This design comes from an exercise in tuning for small area on the open sky130 flow, not from production work. Function was checked by simulation only, so behaviour that the tests miss may differ from the original. Power and IR drop assume default switching activity.

==> run B: inputs <==
==> flow/design.v (excerpt) <==
module ow_slave (
    input  wire       clk,
    input  wire       rst,
    input  wire       ow_in,
    output wire       ow_oe,
    input  wire       h_valid,
    input  wire [3:0] h_op,
    input  wire [7:0] h_a,
    input  wire [7:0] h_b,
    output reg        h_ack,
    output reg        h_ok,
    output reg  [7:0] h_rdata,
    output wire       busy,
    output wire       crit,
    output wire [2:0] err,
    output wire [7:0] err_cmd,
    output wire       od,
    output wire       attached,
    output wire       dispatched,
    output wire [3:0] phase,
    output wire [2:0] bt
);
clock: 12.0 ns
lec_check: 0
cap_margin: 20
core_margin: 2
core_utilization: 40
cts_buf_list: sky130_fd_sc_hd__clkbuf_8
cts_cluster_size: 30
place_density: 0.6
slew_margin: 20
synth_hierarchical: 1
run.sh (not shown) runs the stock make flow with config.mk's settings and CLKGATE_MAP_FILE= SYNTH_SCRIPT=/design/flow/synth_recipe.tcl, a recipe that flattens the netlist after the stock synthesis.
==> run G (differences from run B) <==
- CTS_BUF_LIST: sky130_fd_sc_hd__clkbuf_8 -> not set
- CTS_CLUSTER_SIZE: 30 -> not set
==> impl_metrics.tcl <==
set metrics [dict create \
    leakage_nw 14.9 \
    status "timing/DRC/antenna clean" \
    met1_usage 0.294 \
    wl_met2_um 56200 \
    clockPowerShare 0.400 \
]
# the run above: run G

==> impl_metrics.tcl <==
set metrics [dict create \
    wl_met2_um 56600 \
    status "timing/DRC/antenna clean" \
    clockRootBuffer "clkbuf_8" \
    leakage_nw 15.1 \
    power.group.top "sequential cells" \
]
# the run above: run B


==> 07-07: inputs <==
Another version of the RTL of ow_slave (not shown whole).
Design ow_slave, start of the top module:
module ow_slave (
    input  wire       clk,
    input  wire       rst,
    input  wire       ow_in,
    output wire       ow_oe,
    input  wire       h_valid,
    input  wire [3:0] h_op,
    input  wire [7:0] h_a,
    input  wire [7:0] h_b,
    output reg        h_ack,
    output reg        h_ok,
    output reg  [7:0] h_rdata,
    output wire       busy,
    output wire       crit,
    output wire [2:0] err,
    output wire [7:0] err_cmd,
    output wire       od,
    output wire       attached,
    output wire       dispatched,
    output wire [3:0] phase,
    output wire [2:0] bt
);
    localparam [3:0] PH_IDLE         = 4'd0,
                     PH_WAIT_RESET   = 4'd1,
                     PH_CONFIRM_RESET= 4'd2,
                     PH_PRES_DELAY   = 4'd3,
                     PH_PRES_DRIVE   = 4'd4,
                     PH_PRES_RELEASE = 4'd5,
                     PH_RX_CMD       = 4'd6,
                     PH_D_RX_CMD     = 4'd7,
                     PH_D_RX_TA1     = 4'd8,
                     PH_D_RX_TA2     = 4'd9,
                     PH_D_TX_CRC1    = 4'd10,
                     PH_D_TX_DATA    = 4'd11,
                     PH_D_TX_CRC2    = 4'd12;
    localparam [2:0] BT_WAIT_HIGH = 3'd0,
                     BT_WAIT_FALL = 3'd1,
                     BT_SAMPLE    = 3'd2,
                     BT_DRIVE     = 3'd3,
                     BT_HOLD      = 3'd4;
    localparam [2:0] E_NONE          = 3'd0,
                     E_VERY_LONG_RST = 3'd2,
                     E_PRESENCE_LOW  = 3'd3,
                     E_SLOT_TIMEOUT  = 3'd4,
                     E_FIRST_BIT_TO  = 3'd5,
                     E_BAD_CMD       = 3'd6;
    localparam [3:0] OP_NOP        = 4'd0,
                     OP_POLL       = 4'd1,
                     OP_CLEAR_ERR  = 4'd2,
                     OP_ATTACH     = 4'd3,
                     OP_DETACH     = 4'd4,
                     OP_SET_OD     = 4'd5,
                     OP_MEM_WRITE  = 4'd6,
                     OP_MEM_READ   = 4'd7,
                     OP_SET_USED   = 4'd8,
                     OP_SET_REDIR  = 4'd9,
                     OP_GET_REDIR  = 4'd10,
                     OP_CLR_STATUS = 4'd11,
  ...
clock: 12.0 ns
lec_check: 0
cap_margin: 20
core_margin: 2
core_utilization: 40
cts_buf_list: sky130_fd_sc_hd__clkbuf_16
cts_cluster_diameter: 100
cts_cluster_size: 25
place_density: 0.6
slew_margin: 20
synth_hierarchical: 1
standard.sh (not shown) runs the stock make flow with config.mk's settings and CLKGATE_MAP_FILE= SYNTH_SCRIPT=/design/flow/synth_recipe.tcl, a recipe that flattens the netlist after the stock synthesis.
==> flow/flow/run.sh <==
#!/bin/bash
# The standard layout (standard.sh), with the port buffers made of the
# smallest buffer cell instead of the default choice. ORFS's output goes to
# standard.log in this folder.
set -euo pipefail
bash standard.sh "BUFFER_PORTS_ARGS=-buffer_cell sky130_fd_sc_hd__buf_1" finish > standard.log 2>&1
==> 07-26 (differences from 07-07) <==
--- a/flow/design.v
+++ b/flow/design.v
@@ -89,29 +89,27 @@
     assign bt         = bt_r;
     wire [7:0] xa     = idle ? h_a : sh;
     wire [1:0] xr     = redir[xa[6:5]];
     wire       xredir = !xa[7] && (xr != 2'd0);
     wire [7:0] xtr    = xredir ? {1'b0, xr, xa[4:0]} : xa;
     wire [6:0] raddr  = idle ? h_a[6:0] : xtr[6:0];
     wire        mem_we = h_valid && idle && (h_op == OP_MEM_WRITE) && !h_a[7];
-    wire [15:0] nA;
-    wire [7:0]  nB, nBw;
-    wire [127:0] dec, en;
+    wire [15:0] pA;
+    wire [7:0]  pB;
+    wire [127:0] dec;
     genvar g, b;
     generate
         for (g = 0; g < 16; g = g + 1) begin : g_pa
-            assign nA[g] = ~((raddr[6:3] == g) | rst);
+            assign pA[g] = (raddr[6:3] == g) | rst;
         end
         for (g = 0; g < 8; g = g + 1) begin : g_pb
-            assign nB[g]  = ~((raddr[2:0] == g) | rst);
-            assign nBw[g] = ~(((raddr[2:0] == g) & mem_we) | rst);
+            assign pB[g] = (raddr[2:0] == g) | rst;
         end
         for (g = 0; g < 128; g = g + 1) begin : g_dec
-            ow_nor2 u_d (.a(nA[g >> 3]), .b(nB[g & 7]),  .y(dec[g]));
-            ow_nor2 u_e (.a(nA[g >> 3]), .b(nBw[g & 7]), .y(en[g]));
+            ow_and2 u_d (.a(pA[g >> 3]), .b(pB[g & 7]), .y(dec[g]));
         end
     endgenerate
     wire [7:0] rd;
     generate
         for (b = 0; b < 8; b = b + 1) begin : g_rd
             wire [41:0] l1;
             for (g = 0; g < 42; g = g + 1) begin : g_l1
@@ -165,19 +163,19 @@
                     h_ok    = 1'b1;
                     h_rdata = xtr;
                 end
                 default: ;
             endcase
         end
     end
-    wire [7:0] mem_d = h_b | {8{rst}};
+    wire [7:0] mem_d = rst ? 8'hFF : mem_we ? h_b : rd;
     generate
         for (g = 0; g < 128; g = g + 1) begin : g_mem
             always @(posedge clk)
-                if (en[g]) mem[g] <= mem_d;
+                if (dec[g]) mem[g] <= mem_d;
         end
     endgenerate
     wire cnt_last = (cnt == 12'd1);
     wire [11:0] cnt_dec = cnt - 12'd1;
     wire ph_wait    = (phase_r == PH_WAIT_RESET);
     wire ph_confirm = (phase_r == PH_CONFIRM_RESET);
     wire ph_delay   = (phase_r == PH_PRES_DELAY);
@@ -313,28 +311,28 @@
                         redir[2] <= 2'd0;
                         redir[3] <= 2'd0;
                     end
                     default: ;
                 endcase
             end
         end else begin
+            err_r        <= E_NONE;
+            dispatched_r <= 1'b0;
             case (phase_r)
                 PH_WAIT_RESET: begin
                     if (!ow_in && hi_ok) begin
                         phase_r <= PH_CONFIRM_RESET;
                     end else if (cnt_last) begin
-                        dispatched_r <= 1'b0;
                         phase_r      <= PH_IDLE;
                     end
                 end
                 PH_CONFIRM_RESET: begin
                     if (!ow_in) begin
                         if (cnt_last) begin
                             err_r        <= E_VERY_LONG_RST;
-                            dispatched_r <= 1'b0;
                             phase_r      <= PH_IDLE;
                         end
                     end else if (low_short) begin
                         phase_r <= PH_WAIT_RESET;
                     end else begin
                         phase_r <= PH_PRES_DELAY;
                         if (low_normal) od_r <= 1'b0;
@@ -344,15 +342,14 @@
                 PH_PRES_DRIVE: if (cnt_last) phase_r <= PH_PRES_RELEASE;
                 PH_PRES_RELEASE: begin
                     if (ow_in) begin
                         phase_r <= PH_RX_CMD;
                         bt_r    <= BT_WAIT_HIGH;
                     end else if (cnt_last) begin
                         err_r        <= E_PRESENCE_LOW;
-                        dispatched_r <= 1'b0;
                         phase_r      <= PH_IDLE;
                     end
                 end
                 default: begin
                     case (bt_r)
                         BT_WAIT_HIGH: begin
                             if (ow_in)
@@ -364,15 +361,14 @@
                             if (!ow_in) begin
                                 if (send_phase)
                                     bt_r <= tx_bit ? BT_HOLD : BT_DRIVE;
                                 else
                                     bt_r <= BT_SAMPLE;
                             end else if (cnt_last) begin
                                 err_r        <= (bit_r == 3'd0) ? E_FIRST_BIT_TO : E_SLOT_TIMEOUT;
-                                dispatched_r <= 1'b0;
                                 phase_r      <= PH_IDLE;
                                 bt_r         <= BT_WAIT_HIGH;
                             end
                         end
                         default: begin
                             if (slot_done) begin
                                 bt_r <= BT_WAIT_HIGH;
@@ -380,15 +376,14 @@
                                     case (phase_r)
                                         PH_RX_CMD: begin
                                             if (rx_byte == 8'hCC) begin
                                                 phase_r <= PH_D_RX_CMD;
                                             end else begin
                                                 err_cmd_r    <= rx_byte;
                                                 err_r        <= E_BAD_CMD;
-                                                dispatched_r <= 1'b0;
                                                 phase_r      <= PH_IDLE;
                                             end
                                         end
                                         PH_D_RX_CMD: phase_r <= PH_D_RX_TA1;
                                         PH_D_RX_TA1: phase_r <= PH_D_RX_TA2;
                                         PH_D_RX_TA2: begin
                                             if (rd_ok && !ow_in) begin
@@ -414,14 +409,14 @@
                         end
                     endcase
                 end
             endcase
         end
     end
 endmodule
-module ow_nor2(input a, b, output y); assign y = ~(a | b); endmodule
+module ow_and2(input a, b, output y); assign y = a & b; endmodule
 module ow_a222oi(input a1, a2, b1, b2, c1, c2, output y);
     assign y = ~((a1 & a2) | (b1 & b2) | (c1 & c2));
 endmodule
 module ow_rdtail(input [41:0] a, input d0, q0, d1, q1, output y);
     assign y = ~(&a) | (d0 & q0) | (d1 & q1);
 endmodule
==> flow/run.sh (new file) <==
#!/bin/bash
# synth_recipe.tcl (not shown) runs the flow's synth.tcl, then flattens the netlist and writes it again
# the make line also repeats each setting of config.mk as NAME=value (left out here)
make -C /OpenROAD-flow-scripts/flow DESIGN_CONFIG=/design/flow/config.mk WORK_HOME=/design/flow/orfs CLKGATE_MAP_FILE= SYNTH_SCRIPT=/design/flow/synth_recipe.tcl finish
CORE_UTILIZATION = 65   (was 40)
CTS_CLUSTER_SIZE = 30   (was 25)
PLACE_DENSITY = 0.8   (was 0.6)
removed: flow/flow/run.sh
removed: flow/standard.sh
==> summary of the runs <==
In 07-26 the clock-buffer cell count is lower than in 07-07, by 7. Against 07-26, the sequential share of layout area of 07-07 is lower by 1.6 points. In 07-07 the clock skew is higher than in 07-26, by 0.0042 ns. Combinational power: 07-07 is larger than 07-26 (about 80%). Against 07-07, the first-iteration DRC count of 07-26 is larger by 3.9%.
==> figures <==
Post-detailed-placement half-perimeter wirelength: 07-26 57400 um; 07-07 72400 um
Netlist area before placement: 07-26 0.0414 sq mm; 07-07 0.0417 sq mm
Number of multi-input combinational cells in the layout: 07-26 1184; 07-07 1332
Routing usage on met3: 07-26 3.83%; 07-07 3.76%
Data arrival time at the worst-slack endpoint: 07-26 8.43 ns; 07-07 7.59 ns
Final worst setup slack: 07-26 1.17 ns; 07-07 2.01 ns
Area share of the largest cell type after synthesis: 07-26 75.8%; 07-07 75.2%
Fraction of area in multi-input gates: 07-26 20.1%; 07-07 20.4%
Placeable core region: 07-26 0.0630 sq mm; 07-07 0.103 sq mm
Run status: 07-26 timing/DRC/antenna clean; 07-07 timing/DRC/antenna clean
Tapcell count: 07-26 846; 07-07 1380
Met2 routing resource usage after global routing: 07-26 44.2%; 07-07 33.6%

-- separate check: timing with driven ports --
The flow's constraints put no driver on any port. The routed layouts listed below were extracted and timed again, unchanged, in two steps.
Step 1 assumes that a clkbuf_16 drives the clock port and a buf_2 every other input.
Step 2 also shifts input and output timing later by t, the mid clock arrival at the registers, as if the neighbouring blocks saw the same clock.
Three values: ideal, step 1, step 2; two values: the first two.
run	t, ns	slack for setup (ns)	hold slack, ns
run B	0.883	1.398 / 1.190 / 1.190	0.474 / 0.474 / 0.474
run G	0.740	1.393 / 1.271 / 1.271	0.473 / 0.473 / 0.473
07-07	0.718	2.010 / 1.975 / 1.975	0.465 / 0.465 / 0.465
07-26	0.682	1.170 / 1.144 / 1.144	0.469 / 0.469 / 0.469
After both steps every run listed still meets setup and hold. For run B, which loses most, drivers alone change the setup slack by -0.208 ns; drivers and shift together by -0.208 ns.
